From an optimization exercise on the open Yosys and OpenROAD flow, aimed at small area, a short achievable clock period and few clock cycles; shortcuts taken in it are not production practice. The RTL of this run was laid out without a check of its function. Power and IR drop assume default switching activity.

**config.mk**
```make
export PLATFORM = sky130hd
export DESIGN_NAME = ash_rx
export DESIGN_NICKNAME = ash_rx
export VERILOG_FILES = /design/flow/design.v
export SDC_FILE = /design/flow/constraint.sdc
export NUM_CORES = 4
export LEC_CHECK = 0
export CAP_MARGIN = 20
export CORE_MARGIN = 2
export CORE_UTILIZATION = 40
export SLEW_MARGIN = 20
```
**design.v**
```verilog
module ash_rx (
    input  wire       clk,
    input  wire       rst,
    input  wire       in_valid,
    input  wire [7:0] in_byte,
    output wire       in_ready,
    output wire       out_valid,
    input  wire       out_ready,
    output wire [4:0] out_tag,
    output wire [7:0] out_data,
    output wire       out_last
);
    localparam integer BUF_MAX = 128;    
    localparam [7:0] FLAG = 8'h7E, ESC = 8'h7D, XON = 8'h11, XOFF = 8'h13,
                     SUB  = 8'h18, CAN = 8'h1A;
    localparam [4:0] T_DATA = 5'h01, T_ACK = 5'h02, T_NAK = 5'h03,
                     T_RST = 5'h04, T_RSTACK = 5'h05, T_ERROR = 5'h06,
                     T_BODY = 5'h07,
                     T_BAD_ESCAPE = 5'h08, T_SHORT_FRAME = 5'h09,
                     T_CRC_ERROR = 5'h0A, T_UNKNOWN_CONTROL = 5'h0B,
                     T_BAD_LENGTH = 5'h0C, T_BAD_VERSION = 5'h0D,
                     T_CANCEL = 5'h0E, T_SUBSTITUTE = 5'h0F,
                     T_XON = 5'h10, T_XOFF = 5'h11, T_OVERFLOW = 5'h12;
    localparam [1:0] S_RECV = 2'd0, S_PARSE = 2'd1, S_EMIT = 2'd2;
    function automatic is_reserved(input [7:0] b);
        is_reserved = (b == FLAG) || (b == ESC) || (b == XON) ||
                      (b == XOFF) || (b == SUB) || (b == CAN);
    endfunction
    function automatic [15:0] crc16_byte(input [15:0] c_in, input [7:0] b);
        integer k;
        reg [15:0] c;
        begin
            c = c_in ^ {b, 8'h00};
            for (k = 0; k < 8; k = k + 1)
                c = c[15] ? ((c << 1) ^ 16'h1021) : (c << 1);
            crc16_byte = c;
        end
    endfunction
    function automatic [7:0] lfsr_step(input [7:0] r);
        lfsr_step = (r >> 1) ^ (r[0] ? 8'hB8 : 8'h00);
    endfunction
    reg [1:0]  state;
    reg        discard;              
    reg [7:0]  buf_len;              
    reg [7:0]  rx_buf [0:BUF_MAX-1];
    reg [7:0]  rd_idx;               
    reg [7:0]  u_len;                
    reg        esc_pend;             
    reg        esc_err;
    reg [15:0] crc;
    reg [4:0]  hd_tag;               
    reg [7:0]  hd_data;
    reg [7:0]  body_len;             
    reg [7:0]  body_idx;
    reg        hd_sent;
    reg        scramble;             
    reg [7:0]  lfsr;
    reg        d_valid;
    reg [4:0]  d_tag;
    wire [7:0] body_byte = rx_buf[body_idx] ^ (scramble ? lfsr : 8'h00);
    assign in_ready  = (state == S_RECV) && !d_valid;
    assign out_valid = d_valid || (state == S_EMIT);
    assign out_tag   = d_valid ? d_tag : (hd_sent ? T_BODY : hd_tag);
    assign out_data  = d_valid ? 8'h00 : (hd_sent ? body_byte : hd_data);
    assign out_last  = d_valid ? 1'b1 :
                       (hd_sent ? (body_len == 8'd1) : (body_len == 8'd0));
    wire [7:0]  rd_byte   = rx_buf[rd_idx];
    wire        rd_done   = (rd_idx == buf_len);
    wire [7:0]  unesc     = rd_byte ^ 8'h20;
    wire [15:0] crc_next  = crc16_byte(crc, esc_pend ? unesc : rd_byte);
    wire [7:0]  ctl       = rx_buf[0];
    wire [7:0]  blen      = u_len - 8'd3;
    reg  [4:0]  res_tag;
    reg  [7:0]  res_body;
    reg         res_scr;
    always @* begin
        res_body = 8'd0;
        res_scr  = 1'b0;
        if (esc_err || esc_pend)
            res_tag = T_BAD_ESCAPE;
        else if (u_len < 8'd3)
            res_tag = T_SHORT_FRAME;
        else if (crc != 16'h0000)
            res_tag = T_CRC_ERROR;
        else if (ctl[7] == 1'b0) begin
            res_tag  = T_DATA;
            res_body = blen;
            res_scr  = 1'b1;
        end else if (ctl[7:5] == 3'b100)
            res_tag = (blen == 8'd0) ? T_ACK : T_BAD_LENGTH;
        else if (ctl[7:5] == 3'b101)
            res_tag = (blen == 8'd0) ? T_NAK : T_BAD_LENGTH;
        else if (ctl == 8'hC0)
            res_tag = (blen == 8'd0) ? T_RST : T_BAD_LENGTH;
        else if (ctl == 8'hC1) begin
            if (blen != 8'd2)
                res_tag = T_BAD_LENGTH;
            else if (rx_buf[1] != 8'h02)
                res_tag = T_BAD_VERSION;
            else begin
                res_tag  = T_RSTACK;
                res_body = 8'd2;
            end
        end else if (ctl == 8'hC2) begin
            if (blen != 8'd2)
                res_tag = T_BAD_LENGTH;
            else begin
                res_tag  = T_ERROR;
                res_body = 8'd2;
            end
        end else
            res_tag = T_UNKNOWN_CONTROL;
    end
    integer i;
    always @(posedge clk) begin
        if (rst) begin
            state    <= S_RECV;
            discard  <= 1'b0;
            buf_len  <= 8'd0;
            d_valid  <= 1'b0;
            d_tag    <= 5'd0;
            rd_idx   <= 8'd0;
            u_len    <= 8'd0;
            esc_pend <= 1'b0;
            esc_err  <= 1'b0;
            crc      <= 16'hFFFF;
            hd_tag   <= 5'd0;
            hd_data  <= 8'd0;
            body_len <= 8'd0;
            body_idx <= 8'd0;
            hd_sent  <= 1'b0;
            scramble <= 1'b0;
            lfsr     <= 8'h42;
        end else begin
            if (d_valid && out_ready)
                d_valid <= 1'b0;
            case (state)
            S_RECV: if (in_valid && in_ready) begin
                if (discard) begin
                    if (in_byte == FLAG)
                        discard <= 1'b0;
                end else if (in_byte == FLAG) begin
                    if (buf_len != 8'd0) begin
                        state    <= S_PARSE;
                        rd_idx   <= 8'd0;
                        u_len    <= 8'd0;
                        esc_pend <= 1'b0;
                        esc_err  <= 1'b0;
                        crc      <= 16'hFFFF;
                    end
                end else if (in_byte == CAN) begin
                    buf_len <= 8'd0;
                    d_valid <= 1'b1;
                    d_tag   <= T_CANCEL;
                end else if (in_byte == SUB) begin
                    buf_len <= 8'd0;
                    discard <= 1'b1;
                    d_valid <= 1'b1;
                    d_tag   <= T_SUBSTITUTE;
                end else if (in_byte == XON) begin
                    d_valid <= 1'b1;
                    d_tag   <= T_XON;
                end else if (in_byte == XOFF) begin
                    d_valid <= 1'b1;
                    d_tag   <= T_XOFF;
                end else if (buf_len == BUF_MAX) begin
                    buf_len <= 8'd0;
                    discard <= 1'b1;
                    d_valid <= 1'b1;
                    d_tag   <= T_OVERFLOW;
                end else begin
                    rx_buf[buf_len[6:0]] <= in_byte;
                    buf_len <= buf_len + 8'd1;
                end
            end
            S_PARSE: begin
                if (rd_done || esc_err) begin
                    state    <= S_EMIT;
                    hd_tag   <= res_tag;
                    hd_data  <= (res_tag <= T_ERROR) ? ctl : 8'h00;
                    body_len <= res_body;
                    body_idx <= 8'd1;
                    hd_sent  <= 1'b0;
                    scramble <= res_scr;
                    lfsr     <= 8'h42;
                end else begin
                    rd_idx <= rd_idx + 8'd1;
                    if (esc_pend) begin
                        esc_pend <= 1'b0;
                        if (!is_reserved(unesc))
                            esc_err <= 1'b1;
                        else begin
                            rx_buf[u_len[6:0]] <= unesc;
                            u_len <= u_len + 8'd1;
                            crc   <= crc_next;
                        end
                    end else if (rd_byte == ESC) begin
                        esc_pend <= 1'b1;
                    end else begin
                        rx_buf[u_len[6:0]] <= rd_byte;
                        u_len <= u_len + 8'd1;
                        crc   <= crc_next;
                    end
                end
            end
            S_EMIT: if (out_ready) begin
                if (!hd_sent) begin
                    hd_sent <= 1'b1;
                    if (body_len == 8'd0) begin
                        state   <= S_RECV;
                        buf_len <= 8'd0;
                    end
                end else begin
                    body_idx <= body_idx + 8'd1;
                    body_len <= body_len - 8'd1;
                    lfsr     <= lfsr_step(lfsr);
                    if (body_len == 8'd1) begin
                        state   <= S_RECV;
                        buf_len <= 8'd0;
                    end
                end
            end
            default: state <= S_RECV;
            endcase
        end
    end
endmodule
```
**run.sh**
```bash
#!/bin/bash
# synth_recipe.tcl (not shown) runs the flow's synth.tcl, then flattens the netlist and writes it again
# the make line also repeats each setting of config.mk as NAME=value (left out here)
make -C /OpenROAD-flow-scripts/flow DESIGN_CONFIG=/design/flow/config.mk WORK_HOME=/design/flow/orfs CLKGATE_MAP_FILE= SYNTH_SCRIPT=/design/flow/synth_recipe.tcl finish
```
**constraint.sdc**
```tcl
create_clock -name core_clock -period 8.0 [get_ports {clk}]
set_input_delay 1.6000 -clock core_clock [delete_from_list [all_inputs] [get_ports {clk}]]
set_output_delay 1.6000 -clock core_clock [all_outputs]
set_load 0.01 [all_outputs]
```
==> impl_metrics.py <==
metrics = {
    "sta": {
        "fin_crit_sh": 0.9071,
        "hold_ws_ps": 475.8,
        "worst-slew-pin-transition_ps": 1097,
        "slew-limit-headroom": 0.2479,
        "fin_worst_skew_ps": 37.81,
        "fmax_mhz": 137.8,
        "setup_violations": 0,
        "drv_slew": 0,
        "fin_crit_ps": 7257,
        "hold_viol": 0,
        "rsz0062_at_grt": "false",
        "fin_setup_tns_ps": 0,
    },
    "die": {
        "die_height_um": 369.1,
        "dieArea_um2": 136300,
        "io_pins": 28,
        "start_util": 0.4041,
        "die_w_um": 369.1,
        "design.core.area_um2": 132000,
        "row_count": 133,
    },
    "synthesis": {
        "synth_edf_count": 1024,
        "synthCells": 2883,
        "syn_area_per_cell_um2": 18.50,
        "yosysTopAreaCell": "edfxtp_1",
        "yosysWarnings": 1,
        "synthArstFlopShare": 0,
        "ys_seq_area_frac": 0.6145,
        "synth_area_leaders": "edfxtp_1 58%, mux4_2 26%, dfxtp_1 3.8%, nor2_1 1.8%, mux2i_1 1.7%",
        "netlist_area_um2": 53330,
        "syn_nets": 2904,
        "yosys_register_bits": 1125,
        "synth.distinct_cells": 64,
        "synth_top_area_share": 0.5766,
        "synth_ff_type": "edfxtp_1",
    },
    "grt": {
        "grt_pass1_wl_um": 233200,
        "grtUsageTotal": 0.2395,
        "antenna_found_initial": 12,
        "grt_max_degree": 129,
        "overflow": 0,
        "grt_pass1_vias": 31130,
    },
    "routing": {
        "drt_first_iter_violations": 4335,
        "drtPass1Iterations": 6,
        "wl_um": 163300,
        "wl_per_cell_um": 33.85,
        "drcViolationCount": 0,
        "routed_via_density": 6.498,
        "vias": 31350,
        "drtAntennaViolNets": 0,
    },
    "power": {
        "peakVddDrop_mv": 0.1972,
        "power_density_nw_per_um2": 201.4,
        "swShare": 0.2082,
        "clkPwrFrac": 0.451,
        "combPwrFrac": 0.021,
        "p_total_mw": 12.15,
        "seqPwrFrac": 0.528,
        "power.internal_mw": 9.623,
        "p_sw_mw": 2.530,
        "p_leak_nw": 17.74,
    },
    "clocking": {
        "cts_root_buf": "clkbuf_16",
        "ctsResizeCount": 0,
        "clock_sinks": 1125,
        "cts_buffer_depth": 3,
        "h-tree-depth": 3,
        "post_cts_buffers": 0,
        "cts_tree": "done",
        "insertion_delay_ps": 750,
        "cts_buffers": 116,
        "cts_hold_buf": 0,
        "clk_pin_slew_ps": 60,
    },
    "placed_design": {
        "place_inst": 4605,
        "place_congestion": 0.9163,
        "numPortBuffers": 27,
        "place_hpwl_um": 110200,
    },
    "finish": {
        "drive_above_1_share": 0.3304,
        "layout_common_cells": "1024 x edfxtp_1, 624 x mux4_2, 251 x nor2_1",
        "syn2layout_area_growth_pct": 13.12,
        "fin_cells": 4824,
        "nNetsFinal": 2989,
        "fillCellCount": 10960,
        "layout_commonest_cell": "edfxtp_1",
        "regArea_um2": 32800,
        "multi_input_area_um2": 19700,
        "antennaDiodeCount": 0,
        "fin_util": 0.4572,
    },
    "run_status": {
        "status": "timing/DRC/antenna clean",
    },
    "hold_path": {
        "min_path_type": "flop to flop",
        "min-delay-start": "hd_tag[1]",
        "whs_endpoint": "hd_tag[1]",
        "worstHoldPathCells": 2,
    },
    "worst_setup_path": {
        "r2r_cells": 13,
        "r2r_slack_ps": 740,
        "cp_max_fo": 61,
        "cp.required_ps": 8370,
        "crit_path_end_kind": "flop",
        "path_class": "flop to flop",
        "worstReg2RegEnd": "rx_buf[115][1]",
        "critPathArrivalTime_ps": 7630,
        "startpoint_type": "flop",
    },
    "flow_run": {
        "drv_cap": 0,
    },
}
==> worst max path at each step <==
| stage | start | end | slack [ps] | depth (start not counted) |
|---|---|---|---|---|
| detailed placement | flop | rx_buf[115][0] | 900 | 13 |
| finish | flop | rx_buf[115][1] | 740 | 13 |
| floorplan | flop | rx_buf[0][2] | -450 | 16 |
| global route | flop | rx_buf[115][1] | 600 | 13 |
| global placement | flop | rx_buf[115][0] | 910 | 13 |
| CTS | flop | out_data[0] | 880 | 9 |
==> worst max-delay path, stage by stage (launching register included) <==
cell and delay (ps):
dfxtp_4 1030, buf_4 430, mux4_2 340, mux4_2 480, mux4_2 550, mux2i_1 560, nand2b_1 190, nor3_1 290
nand4_1 220, or2_1 360, a211oi_4 570, buf_4 390, mux2i_1 930, nor2_1 450
==> synthesized netlist by cell type, types with 17 or more instances <==
cell type,instances
nand3_1,20
xor2_1,37
a21oi_1,42
a22oi_1,34
nor2_1,254
inv_1,17
xnor2_1,30
dfxtp_1,101
mux2i_1,92
nand2b_1,20
buf_1,52
nor3_1,52
clkbuf_1,109
buf_2,33
edfxtp_1,1024
mux4_2,624
nand2_1,86
a211oi_1,17
o21ai_0,44
o22ai_1,19
==> registers in the layout, indices dropped and copies added, names as in the netlist, 4 cells and up, named ones only <==
name,cells
body_idx,7
body_len,8
buf_len,8
crc,16
d_tag,4
hd_data,8
hd_tag,4
lfsr,8
rd_idx,8
rx_buf,1024
u_len,8
==> layout make-up <==
type	count	area share
timing repair buffer	180	0.02850
clock buffer	144	0.05087
tap	1755	0.03640
clock inverter	75	0.01284
sequential	1125	0.5437
inverter	20	0.001265
multi-input combinational	1525	0.3265
==> stage by stage <==
step | area [µm²] | setup slack (ps)
after detailed placement | 56480 | 899.2
after floorplan | 53340 | -454.9
after CTS | 60320 | 878.8
after global placement | 56470 | 914.4
final | 60330 | 742.9
after global routing | 60330 | 603.2
==> power groups by stage <==
| stage | clock network [mW] | logic (mW) | registers (mW) |
|---|---|---|---|
| 2_1_floorplan | 0 | 0.122 | 6.56 |
| 3_3_place_gp | 0 | 0.241 | 6.54 |
| 3_5_place_dp | 0 | 0.247 | 6.55 |
| 4_1_cts | 5.55 | 0.248 | 6.42 |
| 5_1_grt | 5.79 | 0.265 | 6.42 |
| 6_report | 5.48 | 0.251 | 6.42 |
==> logic make-up (layout without fill, tap and decap cells) <==
group | after synthesis | in the layout | share of synthesized area
and+or+nand+nor | 508 | 508 | 0.04246
muxes | 733 | 733 | 0.2847
DFF | 1125 | 1125 | 0.6145
adders and majority gates | 9 | 9 | 0.002111
AOI/OAI and AO/OA | 207 | 207 | 0.02574
xor gates and xnor gates | 68 | 68 | 0.01143
buffers and inverters | 233 | 419 | 0.01907
==> layer usage <==
metal	GRT usage	up-vias	routed length, µm
li1	-	12320	-
met1	0.3358	16720	63880
met2	0.3733	2007	76530
met3	0.04648	295	16560
met4	0.08768	4	6313
met5	0	-	28

[re-timing with driven ports]
No port has a modelled driver above. Below, the same layout with a new extraction and two added sets of constraints.
Step 1, drivers: a clkbuf_16 drives clk and a buf_2 each remaining input, both assumed.
Step 2 moves the port delays by t, midway between the first and last clock arrival at a register: inputs arrive t later, outputs are due t later. That takes back most of the time a late clock gives input paths.
Slacks: ideal ports / drivers / drivers and shift; pairs: ideal ports / drivers.
t (ns): 0.816
setup WS [ns]: 0.743 / 0.743 / 0.743
clock arrival spread, ns: 0.038 / 0.038
worst register clock-pin slew, ns: 0.07 / 0.07
After both steps this run still meets setup and hold. The setup slack of this run moves by 0.000 ns with the drivers and by 0.000 ns with both steps.
